What follows belongs to an exercise in optimizing a design on an open flow for small area, a short achievable clock period and few clock cycles per item; a production flow would make more cautious choices.
Only simulation tests tie the RTL to the original design; equivalence was not proved.
Power is estimated from default activity; no workload was simulated.

==> trial 50 <==
==> flow/design.v <==
module fp64_add_s1 (
    input  wire [63:0]       a,
    input  wire [63:0]       b,
    output wire [130-1:0]  m
);
    wire        sa = a[63];
    wire        sb = b[63];
    wire [10:0] ea = a[62:52];
    wire [10:0] eb = b[62:52];
    wire [51:0] fa = a[51:0];
    wire [51:0] fb = b[51:0];
    wire a_max  = &ea;
    wire b_max  = &eb;
    wire a_fz   = ~|fa;
    wire b_fz   = ~|fb;
    wire a_nan  = a_max & ~a_fz;
    wire b_nan  = b_max & ~b_fz;
    wire a_inf  = a_max & a_fz;
    wire b_inf  = b_max & b_fz;
    wire        a_nrm = |ea;
    wire        b_nrm = |eb;
    wire [10:0] ea1 = {ea[10:1], ea[0] | ~a_nrm};
    wire [10:0] eb1 = {eb[10:1], eb[0] | ~b_nrm};
    wire [52:0] ma  = {a_nrm, fa};
    wire [52:0] mb  = {b_nrm, fb};
    wire        sub = sa ^ sb;
    wire [11:0] dab = {1'b0, ea1} - {1'b0, eb1};
    wire [11:0] dba = {1'b0, eb1} - {1'b0, ea1};
    wire        a_ge = ~dab[11];
    wire [10:0] d    = a_ge ? dab[10:0] : dba[10:0];
    wire        sx = a_ge ? sa  : sb;
    wire [10:0] ex = a_ge ? ea1 : eb1;
    wire [52:0] mx = a_ge ? ma  : mb;
    wire [52:0] mz = a_ge ? mb  : ma;
    wire [5:0]   sh    = (d > 11'd56) ? 6'd56 : d[5:0];
    wire [55:0]  zfull = {mz, 3'b000};
    wire [55:0]  zsh   = zfull >> sh;
    wire [55:0]  zlost = zfull & ~({56{1'b1}} << sh);
    wire [55:0]  za    = {zsh[55:1], zsh[0] | (|zlost)};
    wire [55:0]  xa    = {mx, 3'b000};
    wire [56:0]  f;
    wire         f_co;
    pfx_add #(57) u_fadd (.a({1'b0, xa}), .b(sub ? ~{1'b0, za} : {1'b0, za}),
                          .cin(sub), .s(f), .cout(f_co));
    wire        e_eq  = (ea1 == eb1);
    wire        d1    = (d == 11'd1);
    wire        ma_ge;
    wire [52:0] ma_mb;
    pfx_add #(53) u_cmp (.a(ma), .b(~mb), .cin(1'b1), .s(ma_mb), .cout(ma_ge));
    wire        pa    = e_eq ? ma_ge : a_ge;
    wire        sp    = pa ? sa : sb;
    wire [52:0] mp    = pa ? ma : mb;
    wire [52:0] mq    = pa ? mb : ma;
    wire [53:0] nq    = e_eq ? {mq, 1'b0} : {1'b0, mq};
    wire [53:0] nd;
    wire        nd_co;
    pfx_add #(54) u_nsub (.a({mp, 1'b0}), .b(~nq), .cin(1'b1), .s(nd), .cout(nd_co));
    wire sp_nan = a_nan | b_nan | (a_inf & b_inf & sub);
    wire sp_inf = a_inf | b_inf;
    wire inf_s  = a_inf ? sa : sb;
    wire nearc  = sub & (e_eq | d1);
    assign m = {sp_nan, sp_inf, inf_s, nearc, e_eq,
                sx, sub, ex, f,
                sp, nd};
endmodule
module fp64_add_s2 (
    input  wire [130-1:0] m,
    output reg  [63:0]      y,
    output reg              ge       
);
    localparam [62:0] TWO_PI_M = 63'h401921FB54442D18;
    localparam [63:0] QNAN = 64'h7FF8000000000000;
    wire        sp_nan = m[129];
    wire        sp_inf = m[128];
    wire        inf_s  = m[127];
    wire        nearc  = m[126];
    wire        e_eq   = m[125];
    wire        sx     = m[124];
    wire        sub    = m[123];
    wire [10:0] ex     = m[122:112];
    wire [56:0] f      = m[111:55];
    wire        sp     = m[54];
    wire [53:0] nd     = m[53:0];
    wire [10:0] ep     = ex;
    reg  [55:0] fn;
    reg  [11:0] fe;
    always @* begin
        if (f[56]) begin
            fn = {f[56:2], f[1] | f[0]};
            fe = {1'b0, ex} + 12'd1;
        end else if (f[55] | ~sub) begin
            fn = f[55:0];
            fe = {1'b0, ex};
        end else begin
            fn = {f[54:0], 1'b0};
            fe = {1'b0, ex} - 12'd1;
        end
    end
    wire [10:0] fef  = fn[55] ? fe[10:0] : 11'd0;
    wire        frnd = fn[2] & (fn[1] | fn[0] | fn[3]);
    wire [62:0] fmag;
    wire        fmag_co;
    pfx_add #(63) u_rnd (.a({fef, fn[54:3]}), .b(63'd0), .cin(frnd), .s(fmag), .cout(fmag_co));
    wire        fovf = (fe >= 12'd2047);
    wire [63:0] lzv = {nd, 1'b1, 9'd0};
    wire [7:0]  bnz;
    wire [2:0]  bcl [0:7];
    genvar g;
    generate
        for (g = 0; g < 8; g = g + 1) begin : lzb
            wire [7:0] by = lzv[63-8*g -: 8];
            assign bnz[g] = |by;
            assign bcl[g] = by[7] ? 3'd0 : by[6] ? 3'd1 : by[5] ? 3'd2 :
                            by[4] ? 3'd3 : by[3] ? 3'd4 : by[2] ? 3'd5 :
                            by[1] ? 3'd6 : 3'd7;
        end
    endgenerate
    wire [2:0] gi = bnz[0] ? 3'd0 : bnz[1] ? 3'd1 : bnz[2] ? 3'd2 :
                    bnz[3] ? 3'd3 : bnz[4] ? 3'd4 : bnz[5] ? 3'd5 :
                    bnz[6] ? 3'd6 : 3'd7;
    wire [5:0] lz = {gi, bcl[gi]};
    wire [10:0] epm1 = ep - 11'd1;
    wire        lim  = ({5'd0, lz} > epm1);
    wire [5:0]  nsh  = lim ? epm1[5:0] : lz;
    wire [53:0] nn   = nd << nsh;
    wire [10:0] nef  = nn[53] ? (ep - {5'd0, nsh}) : 11'd0;
    wire [62:0] nmag = {nef, nn[52:1]};
    wire        nzero = ~|nd;
    wire use_near = nearc & (e_eq | (~nd[53] & ~nd[52]));
    wire [62:0] fpre = {fef, fn[54:3]};
    wire        f_ge0, f_ge1, n_ge;
    wire [62:0] unused0, unused1, unused2;
    pfx_add #(63) u_fge0 (.a(fpre), .b(~TWO_PI_M), .cin(1'b1), .s(unused0), .cout(f_ge0));
    pfx_add #(63) u_fge1 (.a(fpre), .b(~(TWO_PI_M - 63'd1)), .cin(1'b1), .s(unused1), .cout(f_ge1));
    pfx_add #(63) u_nge  (.a(nmag), .b(~TWO_PI_M), .cin(1'b1), .s(unused2), .cout(n_ge));
    always @* begin
        if (sp_nan)
            ge = 1'b0;
        else if (sp_inf)
            ge = ~inf_s;
        else if (use_near)
            ge = ~nzero & ~sp & n_ge;
        else
            ge = ~sx & (fovf | (frnd ? f_ge1 : f_ge0));
    end
    always @* begin
        if (sp_nan)
            y = QNAN;
        else if (sp_inf)
            y = {inf_s, 11'h7FF, 52'd0};
        else if (use_near)
            y = nzero ? 64'd0 : {sp, nmag};
        else if (fovf)
            y = {sx, 11'h7FF, 52'd0};
        else
            y = {sx, fmag};
    end
endmodule
module pfx_add #(parameter W = 8) (
    input  wire [W-1:0] a,
    input  wire [W-1:0] b,
    input  wire         cin,
    output wire [W-1:0] s,
    output wire         cout
);
    localparam N = W + 1;
    localparam L = (N <= 2) ? 1 : (N <= 4) ? 2 : (N <= 8) ? 3 : (N <= 16) ? 4 :
                   (N <= 32) ? 5 : (N <= 64) ? 6 : 7;
    wire [N-1:0] g [0:L];
    wire [N-1:0] p [0:L];
    assign g[0] = {a & b, cin};
    assign p[0] = {a ^ b, 1'b0};
    genvar l, i;
    generate
        for (l = 0; l < L; l = l + 1) begin : lv
            for (i = 0; i < N; i = i + 1) begin : bt
                if ((i >> l) & 1) begin : cmb
                    localparam integer J = ((i >> (l + 1)) << (l + 1)) + (1 << l) - 1;
                    assign g[l+1][i] = g[l][i] | (p[l][i] & g[l][J]);
                    assign p[l+1][i] = p[l][i] & p[l][J];
                end else begin : pas
                    assign g[l+1][i] = g[l][i];
                    assign p[l+1][i] = p[l][i];
                end
            end
        end
    endgenerate
    assign s    = p[0][N-1:1] ^ g[L][N-2:0];
    assign cout = g[L][N-1];
endmodule
module phase_accumulator (
    input  wire        clk,
    input  wire        rst,
    input  wire        cmd_valid,
    output wire        cmd_ready,
    input  wire [1:0]  cmd_op,
    input  wire [2:0]  cmd_k,
    input  wire [63:0] cmd_data,
    output wire        rsp_valid,
    output wire [63:0] rsp_data
);
    localparam [63:0] TWO_PI     = 64'h401921FB54442D18;
    localparam [63:0] NEG_TWO_PI = 64'hC01921FB54442D18;
    localparam [1:0] OP_CLR = 2'd0, OP_ADV = 2'd1, OP_VAL = 2'd2;
    reg        c_v;
    reg [1:0]  c_op;
    reg [2:0]  c_k;
    reg [4:0]  a_sel_r;
    reg        wsel_r;   
    reg [63:0] c_d;
    reg               p_v;      
    reg               p_wr;     
    reg               p_first;  
    reg               p_mw;     
    reg               p_clr;
    reg               p_val;
    reg               p_fwd;    
    reg [2:0]         p_k;
    reg [130-1:0]   p_m;
    reg        r_v;
    reg        w_p;      
    reg        s_ge;     
    reg [2:0]  s_k;
    reg [63:0] s_r;
    reg [63:0] ph [0:4];
    reg [4:0]  zf;
    wire wrap_now = w_p && s_ge;
    wire c_adv  = (c_op == OP_ADV) && (c_k <= 3'd4);
    wire c_rd   = (c_op == OP_ADV || c_op == OP_VAL) && (c_k <= 3'd4);
    wire c_hit  = p_wr && (p_k == c_k);
    wire hazard = p_v && (p_mw || (c_rd && p_clr) || (c_adv && c_hit));
    wire issue  = c_v && !wsel_r && !hazard;
    assign cmd_ready = !c_v || issue;
    assign rsp_valid = r_v && !wrap_now;
    assign rsp_data  = s_r;
    wire [4:0] a_sel = a_sel_r & ~zf;
    wire [63:0] add_a = ({64{a_sel[0]}} & ph[0]) | ({64{a_sel[1]}} & ph[1]) |
                        ({64{a_sel[2]}} & ph[2]) | ({64{a_sel[3]}} & ph[3]) |
                        ({64{a_sel[4]}} & ph[4]);
    wire [63:0] add_b = wsel_r ? NEG_TWO_PI : (c_op[1] ? 64'h8000000000000000 : c_d);
    wire [130-1:0] add_m;
    fp64_add_s1 u_s1 (.a(add_a), .b(add_b), .m(add_m));
    function [9:0] q64;
        input [63:0] v;
        begin
            if (v[63] || v[62:52] < 11'd1017)
                q64 = 10'd0;
            else
                q64 = {1'b0, 1'b1, v[51:44]} >> (4'd8 - (v[55:52] - 4'd9));
        end
    endfunction
    wire big_a = !add_a[63] && (add_a[62:52] >= 11'd1026);
    wire big_b = !add_b[63] && (add_b[62:52] >= 11'd1026);
    wire [10:0] qsum = {1'b0, q64(add_a)} + {1'b0, q64(add_b)};
    wire may_wrap = big_a || big_b || (qsum >= 11'd401);
    wire [63:0] add_y;
    wire        y_ge;
    fp64_add_s2 u_s2 (.m(p_m), .y(add_y), .ge(y_ge));
    wire [63:0] res = p_fwd ? s_r : ((p_wr || p_val) ? add_y : 64'd0);
    integer j;
    always @(posedge clk) begin
        p_m <= add_m;
        if (rst) begin
            p_v <= 1'b0;
            p_mw <= 1'b0;
        end else if (wsel_r) begin
            p_v     <= wrap_now;
            p_wr    <= 1'b1;
            p_first <= 1'b0;
            p_mw    <= 1'b0;
            p_clr   <= 1'b0;
            p_val   <= 1'b0;
            p_fwd   <= 1'b0;
            p_k     <= s_k;
        end else begin
            p_v     <= issue;
            p_wr    <= c_adv;
            p_first <= c_adv;
            p_mw    <= issue && c_adv && may_wrap;
            p_clr   <= (c_op == OP_CLR);
            p_val   <= (c_op == OP_VAL);
            p_fwd   <= (c_op == OP_VAL) && (c_k <= 3'd4) && p_v && c_hit;
            p_k     <= c_k;
        end
        if (rst)
            c_v <= 1'b0;
        else if (cmd_ready)
            c_v <= cmd_valid;
        if (cmd_ready) begin
            c_op <= cmd_op;
            c_k  <= cmd_k;
            c_d  <= cmd_data;
        end
        if (rst)
            wsel_r <= 1'b0;
        else
            wsel_r <= p_v && p_mw;
        for (j = 0; j < 5; j = j + 1)
            a_sel_r[j] <= (p_v && p_mw) ? (p_k == j[2:0]) :
                          cmd_ready     ? (cmd_k == j[2:0]) :
                                          (c_k == j[2:0]);
        if (rst) begin
            r_v <= 1'b0;
            w_p <= 1'b0;
        end else begin
            r_v <= p_v;
            w_p <= p_v && p_first;
        end
        s_r  <= res;
        s_ge <= y_ge;
        s_k  <= p_k;
        if (rst)
            zf <= 5'b11111;
        else if (p_v && p_clr)
            zf <= 5'b11111;
        else if (p_v && p_wr)
            for (j = 0; j < 5; j = j + 1)
                if (p_k == j[2:0])
                    zf[j] <= 1'b0;
        for (j = 0; j < 5; j = j + 1)
            if (p_v && p_wr && p_k == j[2:0])
                ph[j] <= add_y;
    end
endmodule
==> flow/flow/run.sh <==
#!/bin/bash
# The standard layout (standard.sh, all steps), with the timing repair
# asked to overfix setup by a margin, so that the achieved period shrinks,
# and with the number of repair passes bounded so that it ends in time.
# ORFS's scripts are copied here and util.tcl's repair_timing_helper gets
# -max_passes; nothing else in them changes. Logs stay in this folder.
set -o pipefail
W=$(pwd)
cp -r "$FLOW_HOME/scripts" "$W/scripts"
sed -i 's/^  lappend additional_args {\*}\$args -verbose$/  lappend additional_args {*}$args -verbose -max_passes $::env(RT_MAX_PASSES)/' "$W/scripts/util.tcl"
grep -n "max_passes" "$W/scripts/util.tcl" > patch.log 2>&1
export RT_MAX_PASSES=${RT_MAX_PASSES:-1500}
export SETUP_SLACK_MARGIN=${SETUP_MARGIN:-17.5}
export TNS_END_PERCENT=${TNS_PCT:-0}
bash standard.sh SCRIPTS_DIR="$W/scripts" finish > standard.log 2>&1
==> flow/standard.sh <==
#!/bin/bash
# synth_recipe.tcl (not shown) runs the flow's synth.tcl, then flattens the netlist and writes it again
# the make line also repeats each setting of config.mk as NAME=value (left out here)
make -C /OpenROAD-flow-scripts/flow DESIGN_CONFIG=/design/flow/config.mk WORK_HOME=/design/flow/orfs CLKGATE_MAP_FILE= SYNTH_SCRIPT=/design/flow/synth_recipe.tcl "${@:-finish}"
==> flow/config.mk <==
export PLATFORM = sky130hd
export DESIGN_NAME = phase_accumulator
export DESIGN_NICKNAME = phase_accumulator
export VERILOG_FILES = /design/flow/design.v
export SDC_FILE = /design/flow/constraint.sdc
export NUM_CORES = 4
export LEC_CHECK = 0
export CAP_MARGIN = 20
export CORE_MARGIN = 2
export CORE_UTILIZATION = 55
export SLEW_MARGIN = 20
==> flow/constraint.sdc <==
create_clock -name core_clock -period 25.0 [get_ports {clk}]
set_input_delay 5.0000 -clock core_clock [delete_from_list [all_inputs] [get_ports {clk}]]
set_output_delay 5.0000 -clock core_clock [all_outputs]
set_load 0.01 [all_outputs]
==> trial 20: changes against trial 50 <==
--- a/flow/design.v
+++ b/flow/design.v
@@ -46,6 +46,5 @@
     wire        d1    = (d == 11'd1);
     wire        ma_ge;
-    wire [52:0] ma_mb;
-    pfx_add #(53) u_cmp (.a(ma), .b(~mb), .cin(1'b1), .s(ma_mb), .cout(ma_ge));
+    pfx_ge #(53) u_cmp (.a(ma), .b(mb), .ge(ma_ge));
     wire        pa    = e_eq ? ma_ge : a_ge;
     wire        sp    = pa ? sa : sb;
@@ -101,5 +100,5 @@
     wire [62:0] fmag;
     wire        fmag_co;
-    pfx_add #(63) u_rnd (.a({fef, fn[54:3]}), .b(63'd0), .cin(frnd), .s(fmag), .cout(fmag_co));
+    assign {fmag_co, fmag} = {1'b0, fef, fn[54:3]} + {63'd0, frnd};
     wire        fovf = (fe >= 12'd2047);
     wire [63:0] lzv = {nd, 1'b1, 9'd0};
@@ -130,8 +129,7 @@
     wire [62:0] fpre = {fef, fn[54:3]};
     wire        f_ge0, f_ge1, n_ge;
-    wire [62:0] unused0, unused1, unused2;
-    pfx_add #(63) u_fge0 (.a(fpre), .b(~TWO_PI_M), .cin(1'b1), .s(unused0), .cout(f_ge0));
-    pfx_add #(63) u_fge1 (.a(fpre), .b(~(TWO_PI_M - 63'd1)), .cin(1'b1), .s(unused1), .cout(f_ge1));
-    pfx_add #(63) u_nge  (.a(nmag), .b(~TWO_PI_M), .cin(1'b1), .s(unused2), .cout(n_ge));
+    assign f_ge0 = (fpre >= TWO_PI_M);
+    assign f_ge1 = (fpre >= TWO_PI_M - 63'd1);
+    assign n_ge  = (nmag >= TWO_PI_M);
     always @* begin
         if (sp_nan)
@@ -189,4 +187,33 @@
     assign cout = g[L][N-1];
 endmodule
+module pfx_ge #(parameter W = 8) (
+    input  wire [W-1:0] a,
+    input  wire [W-1:0] b,
+    output wire         ge
+);
+    localparam N = W + 1;
+    localparam L = (N <= 2) ? 1 : (N <= 4) ? 2 : (N <= 8) ? 3 : (N <= 16) ? 4 :
+                   (N <= 32) ? 5 : (N <= 64) ? 6 : 7;
+    wire [N-1:0] g [0:L];
+    wire [N-1:0] p [0:L];
+    assign g[0] = {a & ~b, 1'b1};
+    assign p[0] = {a ^ ~b, 1'b0};
+    genvar l, i;
+    generate
+        for (l = 0; l < L; l = l + 1) begin : lv
+            for (i = 0; i < N; i = i + 1) begin : bt
+                if ((i >> l) & 1) begin : cmb
+                    localparam integer J = ((i >> (l + 1)) << (l + 1)) + (1 << l) - 1;
+                    assign g[l+1][i] = g[l][i] | (p[l][i] & g[l][J]);
+                    assign p[l+1][i] = p[l][i] & p[l][J];
+                end else begin : pas
+                    assign g[l+1][i] = g[l][i];
+                    assign p[l+1][i] = p[l][i];
+                end
+            end
+        end
+    endgenerate
+    assign ge = g[L][N-1];
+endmodule
 module phase_accumulator (
     input  wire        clk,
Settings changed: CORE_UTILIZATION 55 to 50, SYNTH_HIERARCHICAL from default to 1.
==> impl_metrics.py <==
metrics = {
    "critical_path": {
        "reg2reg_depth": 24,
        "required_ns": 25.47,
    },
    "place": {
        "dp_hpwl_um": 159500,
        "dp_cells": 6635,
    },
    "clock_tree": {
        "numCtsBuffers": 68,
    },
    "timing": {
        "worst_slack_ns": 16.28,
        "max_slew_margin": 0.1245,
    },
    "finish": {
        "syn2layout_area_growth_pct": 16.20,
        "nets": 5891,
        "buffers_excl_clock": 387,
    },
    "power": {
        "power_frac_seq": 0.323,
        "clock_power_uw": 990,
    },
    "detailed_routing": {
        "met1_length_um": 83610,
        "detail_route.wl_per_cell_um": 32.65,
    },
    "synthesis": {
        "syn_area_um2": 47710,
    },
    "run_status": {
        "outcome": "finished clean",
    },
    "global_routing": {
        "grtUsageTotal": 0.4477,
    },
}
That was trial 20.
==> impl_metrics.py <==
metrics = {
    "finish": {
        "syn2layout_area_growth_pct": 15.09,
        "buffers_excl_clock": 354,
    },
    "synthesis": {
        "syn_area_um2": 44480,
    },
    "power": {
        "power_frac_seq": 0.314,
        "clock_power_uw": 1000,
    },
    "place": {
        "dp_hpwl_um": 131000,
        "dp_cells": 6083,
    },
    "run_status": {
        "outcome": "finished clean",
    },
    "detailed_routing": {
        "detail_route.wl_per_cell_um": 28.48,
    },
    "global_routing": {
        "grtUsageTotal": 0.4212,
    },
    "critical_path": {
        "reg2reg_depth": 46,
        "required_ns": 25.53,
    },
}
That was trial 50.
Testbench counts of trial 50, summed over its fixed seeds: cycles 28,356, items 24,000.
Testbench counts of trial 20, summed over its fixed seeds: cycles 28,356, items 24,000.

==> afterwards: timing with drivers on the ports <==
How much do the figures lean on ideal ports? The routed layouts below were timed once more, with nothing changed but the port constraints. Step 1 sets driving cells, clkbuf_16 on the clock port and buf_2 on the other inputs (assumed; they add their load-dependent delay and slew). Step 2 times the ports against the registers' clock, not the clock port: input delays grow and output delays shrink by t, the midpoint of the rising clock arrivals with the driver on. a / b / c = no drivers / after step 1 / after step 2; a / b = the first two.
run | shift t [ns] | setup WS [ns] | hold slack, ns
trial 50 | 0.706 | 15.296 / 15.296 / 15.296 | 0.460 / 0.460 / 0.460
trial 20 | 0.718 | 16.284 / 16.284 / 16.284 | 0.460 / 0.460 / 0.460
After both steps setup and hold are still met in every run listed.
